This design comes from an exercise in tuning for small area, a short achievable clock period and few clock cycles per item on the open sky130 flow, not from production work.
Where RTL was checked, it was by simulation tests only, not by an equivalence proof against the original.
No activity file was given, so power comes from the tool's default toggle rates.

==> module rm_decoder, before the edit <==
module rm_decoder (
    input  wire       clk,
    input  wire       rst,
    input  wire       in_valid,
    input  wire [7:0] in_data,
    input  wire       in_eos,
    output wire       in_ready,
    output wire       out_valid,
    output wire [7:0] out_data,
    output wire       out_eos,
    input  wire       out_ready
);
    reg       h_v, h_eos;        
    reg [7:0] h_d;
    reg       s_v, s_eos;        
    reg [7:0] s_d;
    reg       rdy;               
    wire      pop;
    wire      push = in_valid & rdy;
    assign in_ready = rdy;
    always @(posedge clk) begin
        if (rst) begin
            h_v <= 1'b0;
            s_v <= 1'b0;
            rdy <= 1'b1;
        end else begin
            if (pop | ~h_v) begin
                h_v <= s_v | push;
                s_v <= 1'b0;
                rdy <= 1'b1;
            end else if (push) begin
                s_v <= 1'b1;
                rdy <= 1'b0;
            end
        end
    end
    always @(posedge clk) begin
        if (pop | ~h_v) begin
            h_d   <= s_v ? s_d   : in_data;
            h_eos <= s_v ? s_eos : in_eos;
        end
        if (rdy) begin
            s_d   <= in_data;
            s_eos <= in_eos;
        end
    end
    reg        st_cnt, st_val, st_mask, st_lit, st_skip;    
    reg [1:0]  mcnt;         
    reg [7:0]  ecount;       
    reg [7:0]  val;          
    reg        pend;         
    reg [7:0]  pv;           
    reg [31:0] filled;       
    reg [7:0]  buf_q [0:31];
    reg        rd;           
    reg [3:0]  sel_lo;
    reg [7:0]  sel_hi;
    reg        eos_pend;     
    reg        o_v, o_eos;
    reg [7:0]  o_d;
    wire       o_adv = ~o_v | out_ready;
    wire       rd_last = rd & sel_hi[7] & sel_lo[3];    
    wire       rd_end  = rd_last & o_adv;               
    wire [31:0] below;       
    genvar g;
    integer i;
    assign below[0] = 1'b1;
    generate
        for (g = 1; g < 32; g = g + 1) begin : g_pre
            assign below[g] = &filled[g-1:0];
        end
    endgenerate
    wire [31:0] nxt_lit = ~filled & below;
    wire        all_filled = &filled;
    wire drain_blk = pend & (~rd | rd_last);
    wire drain     = pend & (~rd | rd_end);
    reg  [7:0]  free2_g, rdone_g;    
    wire mask_ok = ~drain_blk & ((mcnt == 2'd3) ? ~pend : (~rd | rdone_g[{mcnt, 1'b1}]));
    reg  lit_ok_r;
    wire lit_ok  = ~drain_blk & (~rd | lit_ok_r);
    wire [31:0] free2 = ~(filled | nxt_lit);     
    always @(*) begin
        for (i = 0; i < 8; i = i + 1) begin
            free2_g[i] = |free2[4*i +: 4];
            rdone_g[i] = |(sel_hi >> (i + 1));
        end
    end
    wire c_eos  = h_v & h_eos & ~eos_pend & ~(st_lit & all_filled);   
    wire h_dat  = h_v & ~h_eos;
    wire c_cnt  = h_dat & st_cnt;
    wire c_val  = h_dat & st_val;
    wire c_mask = h_dat & st_mask & mask_ok;
    wire c_lit  = h_dat & st_lit & lit_ok & ~all_filled;
    wire c_skip = h_dat & st_skip;
    assign pop  = c_eos | c_cnt | c_val | c_mask | c_lit | c_skip;
    wire one_left   = ~|free2;
    wire chunk_done = st_lit & ~eos_pend & (~rd | rd_end) & (all_filled | (c_lit & one_left));
    wire to_pend = c_mask & (mcnt == 2'd3) & rd;
    wire [31:0] m3_pos;      
    wire [31:0] pm_pos;      
    generate
        for (g = 0; g < 32; g = g + 1) begin : g_m3
            if (g < 24) begin : lo
                assign m3_pos[g] = 1'b0;
                assign pm_pos[g] = 1'b0;
            end else begin : hi
                assign m3_pos[g] = h_d[31 - g];
                assign pm_pos[g] = filled[g];
            end
        end
    endgenerate
    wire [7:0] wd = drain_blk ? pv : st_lit ? h_d : val;
    reg [31:0] we;
    always @(*) begin
        for (i = 0; i < 32; i = i + 1)
            we[i] = (c_mask & ~to_pend & (mcnt == i[4:3]) & h_d[7 - i[2:0]]) | (c_lit & nxt_lit[i])
                  | (drain & pm_pos[i]);
    end
    always @(posedge clk) begin
        for (i = 0; i < 32; i = i + 1)
            if (we[i]) buf_q[i] <= wd;
    end
    always @(posedge clk) begin
        if (c_val) val <= h_d;
        if (c_cnt) begin
            filled <= 32'd0;
            ecount <= h_d;
            mcnt   <= 2'd0;
        end else begin
            if (c_mask | c_lit) filled <= filled | we | ({32{to_pend}} & m3_pos);
            if (c_mask) mcnt <= mcnt + 2'd1;
            if (c_mask & (mcnt == 2'd3)) ecount <= ecount - 8'd1;
        end
        lit_ok_r <= ~c_cnt & ~c_mask & (|(free2_g[5:0] & rdone_g[5:0]) | (~pend & free2_g[6] & rdone_g[6]));
        if (to_pend) begin
            pv <= val;
        end
    end
    always @(posedge clk) begin
        if (rst | c_eos)
            pend <= 1'b0;
        else if (to_pend)
            pend <= 1'b1;
        else if (drain)
            pend <= 1'b0;
    end
    wire cnt_ff = (h_d == 8'hFF);
    wire cnt_00 = (h_d == 8'h00);
    wire last_e = (ecount == 8'd1);
    always @(posedge clk) begin
        if (rst) begin
            st_cnt <= 1'b1; st_val <= 1'b0; st_mask <= 1'b0; st_lit <= 1'b0; st_skip <= 1'b0;
        end else if (c_eos | chunk_done) begin
            st_cnt <= 1'b1; st_val <= 1'b0; st_mask <= 1'b0; st_lit <= 1'b0; st_skip <= 1'b0;
        end else begin
            if (c_cnt) begin
                st_cnt  <= 1'b0;
                st_skip <= cnt_ff;
                st_lit  <= cnt_00;
                st_val  <= ~cnt_ff & ~cnt_00;
            end
            if (c_val) begin
                st_val  <= 1'b0;
                st_mask <= 1'b1;
            end
            if (c_mask & (mcnt == 2'd3)) begin
                st_mask <= 1'b0;
                st_lit  <= last_e;
                st_val  <= ~last_e;
            end
        end
    end
    always @(posedge clk) begin
        if (rst) begin
            rd  <= 1'b0;
            sel_lo <= 4'b0001;
            sel_hi <= 8'b00000001;
            o_v <= 1'b0;
            o_eos <= 1'b0;
            eos_pend <= 1'b0;
        end else begin
            if (c_eos) eos_pend <= 1'b1;
            if (o_adv) begin
                if (rd) begin
                    o_v   <= 1'b1;
                    o_eos <= 1'b0;
                    sel_lo <= {sel_lo[2:0], sel_lo[3]};
                    if (sel_lo[3]) sel_hi <= {sel_hi[6:0], sel_hi[7]};
                    if (sel_hi[7] & sel_lo[3]) rd <= 1'b0;
                end else if (eos_pend) begin
                    o_v   <= 1'b1;
                    o_eos <= 1'b1;
                    eos_pend <= 1'b0;
                end else begin
                    o_v   <= 1'b0;
                end
            end
            if (chunk_done) rd <= 1'b1;      
        end
    end
    reg [7:0] rdata;
    always @(*) begin
        rdata = 8'd0;
        for (i = 0; i < 32; i = i + 1)
            rdata = rdata | ({8{sel_hi[i >> 2] & sel_lo[i & 3]}} & buf_q[i]);
    end
    always @(posedge clk) begin
        if (rst)
            o_d <= 8'd0;
        else if (o_adv & rd)
            o_d <= rdata;
    end
    assign out_valid = o_v;
    assign out_data  = o_d;
    assign out_eos   = o_eos;
endmodule
Settings: LEC_CHECK=0, CAP_MARGIN=20, CORE_MARGIN=2, CORE_UTILIZATION=60, CTS_BUF_LIST=sky130_fd_sc_hd__clkbuf_8, CTS_CLUSTER_DIAMETER=60, CTS_CLUSTER_SIZE=16, SETUP_SLACK_MARGIN=4.6, SLEW_MARGIN=20, TNS_END_PERCENT=5; clock period 7.0 ns.
run.sh (not shown) runs the stock make flow with config.mk's settings and CLKGATE_MAP_FILE= SYNTH_SCRIPT=/design/flow/synth_recipe.tcl, a recipe that flattens the netlist after the stock synthesis.
Testbench counts at the start, summed over its fixed seeds: cycles 33,195, bytes 27,072.
==> next run, changes <==
--- a/flow/design.v
+++ b/flow/design.v
@@ -58,10 +58,8 @@
     reg        eos_pend;     
     reg        o_v, o_eos;
     reg [7:0]  o_d;
     wire       o_adv = ~o_v | out_ready;
-    wire       rd_last = rd & sel_hi[7] & sel_lo[3];    
-    wire       rd_end  = rd_last & o_adv;               
     wire [31:0] below;       
     genvar g;
     integer i;
     assign below[0] = 1'b1;
@@ -71,14 +69,13 @@
         end
     endgenerate
     wire [31:0] nxt_lit = ~filled & below;
     wire        all_filled = &filled;
-    wire drain_blk = pend & (~rd | rd_last);
-    wire drain     = pend & (~rd | rd_end);
+    wire drain   = pend & ~rd;
     reg  [7:0]  free2_g, rdone_g;    
-    wire mask_ok = ~drain_blk & ((mcnt == 2'd3) ? ~pend : (~rd | rdone_g[{mcnt, 1'b1}]));
+    wire mask_ok = ~drain & ((mcnt == 2'd3) ? ~pend : (~rd | rdone_g[{mcnt, 1'b1}]));
     reg  lit_ok_r;
-    wire lit_ok  = ~drain_blk & (~rd | lit_ok_r);
+    wire lit_ok  = ~drain & (~rd | lit_ok_r);
     wire [31:0] free2 = ~(filled | nxt_lit);     
     always @(*) begin
         for (i = 0; i < 8; i = i + 1) begin
             free2_g[i] = |free2[4*i +: 4];
@@ -93,9 +90,9 @@
     wire c_lit  = h_dat & st_lit & lit_ok & ~all_filled;
     wire c_skip = h_dat & st_skip;
     assign pop  = c_eos | c_cnt | c_val | c_mask | c_lit | c_skip;
     wire one_left   = ~|free2;
-    wire chunk_done = st_lit & ~eos_pend & (~rd | rd_end) & (all_filled | (c_lit & one_left));
+    wire chunk_done = st_lit & ~eos_pend & ~rd & (all_filled | (c_lit & one_left));
     wire to_pend = c_mask & (mcnt == 2'd3) & rd;
     wire [31:0] m3_pos;      
     wire [31:0] pm_pos;      
     generate
@@ -108,9 +105,9 @@
                 assign pm_pos[g] = filled[g];
             end
         end
     endgenerate
-    wire [7:0] wd = drain_blk ? pv : st_lit ? h_d : val;
+    wire [7:0] wd = drain ? pv : st_lit ? h_d : val;
     reg [31:0] we;
     always @(*) begin
         for (i = 0; i < 32; i = i + 1)
             we[i] = (c_mask & ~to_pend & (mcnt == i[4:3]) & h_d[7 - i[2:0]]) | (c_lit & nxt_lit[i])
@@ -178,8 +175,9 @@
             o_v <= 1'b0;
             o_eos <= 1'b0;
             eos_pend <= 1'b0;
         end else begin
+            if (chunk_done) rd <= 1'b1;
             if (c_eos) eos_pend <= 1'b1;
             if (o_adv) begin
                 if (rd) begin
                     o_v   <= 1'b1;
@@ -194,9 +192,8 @@
                 end else begin
                     o_v   <= 1'b0;
                 end
             end
-            if (chunk_done) rd <= 1'b1;      
         end
     end
     reg [7:0] rdata;
     always @(*) begin
Critical path depth does not change.
Wire length went down by 0.62%.
Non-clock buffer count went up by 14.
Design area went down by 0.48%.
Die area went down by 0.58%.
Via count barely changes.
Hold slack degrades by 0.0035 ns.
Area after synthesis went down by 0.60%.
Maximum frequency went up by 1.1%.
Global-route usage went down by 0.77 points.
Total power went up by 1.0%.
Count of clock-buffer cells in the layout went down by 3.
Setup slack improves by 0.029 ns.
Cell count went up by 1.0%.
Testbench counts after the change, summed over its fixed seeds: cycles 33,821, bytes 27,072.


== run P ==
The RTL this note starts from:
==> flow/design.v <==
module rm_decoder (
    input  wire       clk,
    input  wire       rst,
    input  wire       in_valid,
    input  wire [7:0] in_data,
    input  wire       in_eos,
    output wire       in_ready,
    output wire       out_valid,
    output wire [7:0] out_data,
    output wire       out_eos,
    input  wire       out_ready
);
    reg       h_v, h_eos;        
    reg [7:0] h_d;
    reg       s_v, s_eos;        
    reg [7:0] s_d;
    reg       rdy;               
    wire      pop;
    wire      push = in_valid & rdy;
    assign in_ready = rdy;
    always @(posedge clk) begin
        if (rst) begin
            h_v <= 1'b0;
            s_v <= 1'b0;
            rdy <= 1'b1;
        end else begin
            if (pop | ~h_v) begin
                h_v <= s_v | push;
                s_v <= 1'b0;
                rdy <= 1'b1;
            end else if (push) begin
                s_v <= 1'b1;
                rdy <= 1'b0;
            end
        end
    end
    always @(posedge clk) begin
        if (pop | ~h_v) begin
            h_d   <= s_v ? s_d   : in_data;
            h_eos <= s_v ? s_eos : in_eos;
        end
        if (rdy) begin
            s_d   <= in_data;
            s_eos <= in_eos;
        end
    end
    reg        st_cnt, st_val, st_mask, st_lit, st_skip;    
    reg [1:0]  mcnt;         
    reg [7:0]  ecount;       
    reg [7:0]  val;          
    reg [4:0]  lc;           
    reg [31:0] filled;       
    reg [7:0]  buf_q [0:31];
    reg        rd;           
    reg [4:0]  idx;          
    reg        eos_pend;     
    reg        o_v, o_eos;
    reg [7:0]  o_d;
    wire       o_adv = ~o_v | out_ready;
    wire [31:0] below;       
    genvar g;
    assign below[0] = 1'b1;
    generate
        for (g = 1; g < 32; g = g + 1) begin : g_pre
            assign below[g] = &filled[g-1:0];
        end
    endgenerate
    wire [31:0] nxt_lit = ~filled & below;
    wire        all_filled = &filled;
    wire mask_ok = ~rd | (idx[4:3] > mcnt);
    reg  lit_ok_r;
    wire lit_ok  = ~rd | lit_ok_r;
    wire c_eos  = h_v & h_eos & ~eos_pend;
    wire h_dat  = h_v & ~h_eos;
    wire c_cnt  = h_dat & st_cnt;
    wire c_val  = h_dat & st_val;
    wire c_mask = h_dat & st_mask & mask_ok;
    wire c_lit  = h_dat & st_lit & lit_ok & ~all_filled;
    wire c_skip = h_dat & st_skip;
    assign pop  = c_eos | c_cnt | c_val | c_mask | c_lit | c_skip;
    wire one_left   = &(filled | nxt_lit);
    wire chunk_done = st_lit & ~eos_pend & (all_filled | (c_lit & one_left));
    wire [7:0] wd = st_lit ? h_d : val;
    reg [31:0] we;
    integer i;
    always @(*) begin
        for (i = 0; i < 32; i = i + 1)
            we[i] = (c_mask & (mcnt == i[4:3]) & h_d[7 - i[2:0]]) | (c_lit & nxt_lit[i]);
    end
    always @(posedge clk) begin
        for (i = 0; i < 32; i = i + 1)
            if (we[i]) buf_q[i] <= wd;
    end
    always @(posedge clk) begin
        if (c_val) val <= h_d;
        if (c_cnt) begin
            filled <= 32'd0;
            ecount <= h_d;
            mcnt   <= 2'd0;
            lc     <= 5'd0;
        end else begin
            if (c_mask | c_lit) filled <= filled | we;
            if (c_mask) mcnt <= mcnt + 2'd1;
            if (c_mask & (mcnt == 2'd3)) ecount <= ecount - 8'd1;
            if (c_lit) lc <= lc + 5'd1;
        end
        lit_ok_r <= c_cnt ? (idx > 5'd1) : ({1'b0, lc} + 6'd1 < {1'b0, idx});
    end
    wire cnt_ff = (h_d == 8'hFF);
    wire cnt_00 = (h_d == 8'h00);
    wire last_e = (ecount == 8'd1);
    always @(posedge clk) begin
        if (rst) begin
            st_cnt <= 1'b1; st_val <= 1'b0; st_mask <= 1'b0; st_lit <= 1'b0; st_skip <= 1'b0;
        end else if (c_eos | chunk_done) begin
            st_cnt <= 1'b1; st_val <= 1'b0; st_mask <= 1'b0; st_lit <= 1'b0; st_skip <= 1'b0;
        end else begin
            if (c_cnt) begin
                st_cnt  <= 1'b0;
                st_skip <= cnt_ff;
                st_lit  <= cnt_00;
                st_val  <= ~cnt_ff & ~cnt_00;
            end
            if (c_val) begin
                st_val  <= 1'b0;
                st_mask <= 1'b1;
            end
            if (c_mask & (mcnt == 2'd3)) begin
                st_mask <= 1'b0;
                st_lit  <= last_e;
                st_val  <= ~last_e;
            end
        end
    end
    always @(posedge clk) begin
        if (rst) begin
            rd  <= 1'b0;
            idx <= 5'd0;
            o_v <= 1'b0;
            o_eos <= 1'b0;
            eos_pend <= 1'b0;
        end else begin
            if (chunk_done) rd <= 1'b1;
            if (c_eos) eos_pend <= 1'b1;
            if (o_adv) begin
                if (rd) begin
                    o_v   <= 1'b1;
                    o_eos <= 1'b0;
                    idx   <= idx + 5'd1;
                    if (idx == 5'd31) rd <= 1'b0;
                end else if (eos_pend) begin
                    o_v   <= 1'b1;
                    o_eos <= 1'b1;
                    eos_pend <= 1'b0;
                end else begin
                    o_v   <= 1'b0;
                end
            end
        end
    end
    always @(posedge clk) begin
        if (o_adv & rd) o_d <= buf_q[idx];
    end
    assign out_valid = o_v;
    assign out_data  = o_d;
    assign out_eos   = o_eos;
endmodule
==> flow/config.mk <==
export PLATFORM = sky130hd
export DESIGN_NAME = rm_decoder
export DESIGN_NICKNAME = rm_decoder
export VERILOG_FILES = /design/flow/design.v
export SDC_FILE = /design/flow/constraint.sdc
export NUM_CORES = 4
export LEC_CHECK = 0
export CAP_MARGIN = 20
export CORE_MARGIN = 2
export CORE_UTILIZATION = 60
export CTS_BUF_LIST = sky130_fd_sc_hd__clkbuf_4 sky130_fd_sc_hd__clkbuf_8
export SETUP_SLACK_MARGIN = 4.6
export SLEW_MARGIN = 20
==> flow/constraint.sdc <==
create_clock -name core_clock -period 7.0 [get_ports {clk}]
set_input_delay 1.4000 -clock core_clock [delete_from_list [all_inputs] [get_ports {clk}]]
set_output_delay 1.4000 -clock core_clock [all_outputs]
set_load 0.01 [all_outputs]
Run P finished every step from synthesis to the final layout, and the layout passed the timing, design-rule and antenna checks.
Testbench counts of run P, summed over its fixed seeds: cycles 36,148, bytes 27,072.
#### Input delta (run A over run P)
diff --git a/flow/design.v b/flow/design.v
--- a/flow/design.v
+++ b/flow/design.v
@@ -50,12 +50,14 @@
     reg [7:0]  val;          
     reg [4:0]  lc;           
     reg [31:0] filled;       
     reg [7:0]  buf_q [0:31];
     reg        rd;           
     reg [4:0]  idx;          
+    reg [3:0]  sel_lo;       
+    reg [7:0]  sel_hi;       
     reg        eos_pend;     
     reg        o_v, o_eos;
     reg [7:0]  o_d;
     wire       o_adv = ~o_v | out_ready;
     wire [31:0] below;       
     genvar g;
@@ -133,35 +135,45 @@
         end
     end
     always @(posedge clk) begin
         if (rst) begin
             rd  <= 1'b0;
             idx <= 5'd0;
+            sel_lo <= 4'b0001;
+            sel_hi <= 8'b00000001;
             o_v <= 1'b0;
             o_eos <= 1'b0;
             eos_pend <= 1'b0;
         end else begin
             if (chunk_done) rd <= 1'b1;
             if (c_eos) eos_pend <= 1'b1;
             if (o_adv) begin
                 if (rd) begin
                     o_v   <= 1'b1;
                     o_eos <= 1'b0;
                     idx   <= idx + 5'd1;
+                    sel_lo <= {sel_lo[2:0], sel_lo[3]};
+                    if (sel_lo[3]) sel_hi <= {sel_hi[6:0], sel_hi[7]};
                     if (idx == 5'd31) rd <= 1'b0;
                 end else if (eos_pend) begin
                     o_v   <= 1'b1;
                     o_eos <= 1'b1;
                     eos_pend <= 1'b0;
                 end else begin
                     o_v   <= 1'b0;
                 end
             end
         end
     end
+    reg [7:0] rdata;
+    always @(*) begin
+        rdata = 8'd0;
+        for (i = 0; i < 32; i = i + 1)
+            rdata = rdata | ({8{sel_hi[i >> 2] & sel_lo[i & 3]}} & buf_q[i]);
+    end
     always @(posedge clk) begin
-        if (o_adv & rd) o_d <= buf_q[idx];
+        if (o_adv & rd) o_d <= rdata;
     end
     assign out_valid = o_v;
     assign out_data  = o_d;
     assign out_eos   = o_eos;
 endmodule
==> comparison <==
Run A against run P: buffering stage count on the worst path with inverters included shows an increase of 1, core area shows no meaningful change, wire length shows a reduction of 10%, combined area of all synthesized cells shows an increase of about 0.56%, multi-input logic cell count shows an increase of 34. End point of the critical path: out_data[4] -> run A, o_d[5]$_DFFE_PP_ -> run P. When run A is set beside run P, its internal power component turns out to be 170 µW larger. Run A completed end to end with timing, DRC and antenna clean. Run A vs. run P: layout overhead on the synthesized area went down by 4.6 points. From run P to run A the numbers moved as follows: sink count of the clock tree up 12; portion of total power attributed to the clock network decreased 3.6 points.
The RTL of run A was laid out without a check of its function.

-- re-timing with driven ports --
The flow's constraints put no driver on any port. The routed layouts listed below were extracted and timed again, unchanged, in two steps. Step 1 sets driving cells, clkbuf_16 on the clock port and buf_2 on the other inputs (assumed; they add their load-dependent delay and slew). Step 2 also shifts input and output timing later by t, the mid clock arrival at the registers, as if the neighbouring blocks saw the same clock. Slacks: ideal / step 1 / step 2; pairs: ideal / step 1.
| run | t (ns) | setup slack, ns | worst register clock-pin slew, ns |
|---|---|---|---|
| the first run of note 1 | 0.644 | 4.485 / 4.438 / 4.027 | 0.11 / 0.11 |
| the second run of note 1 | 0.639 | 4.514 / 4.470 / 3.909 | 0.11 / 0.11 |
| run P | 0.638 | 4.205 / 4.205 / 4.100 | 0.07 / 0.07 |
| run A | 0.618 | 4.375 / 4.332 / 4.076 | 0.07 / 0.07 |
After both steps every run listed still meets setup and hold. The setup slack of the second run of note 1, which loses most, moves by -0.044 ns with the drivers and by -0.605 ns with both steps.
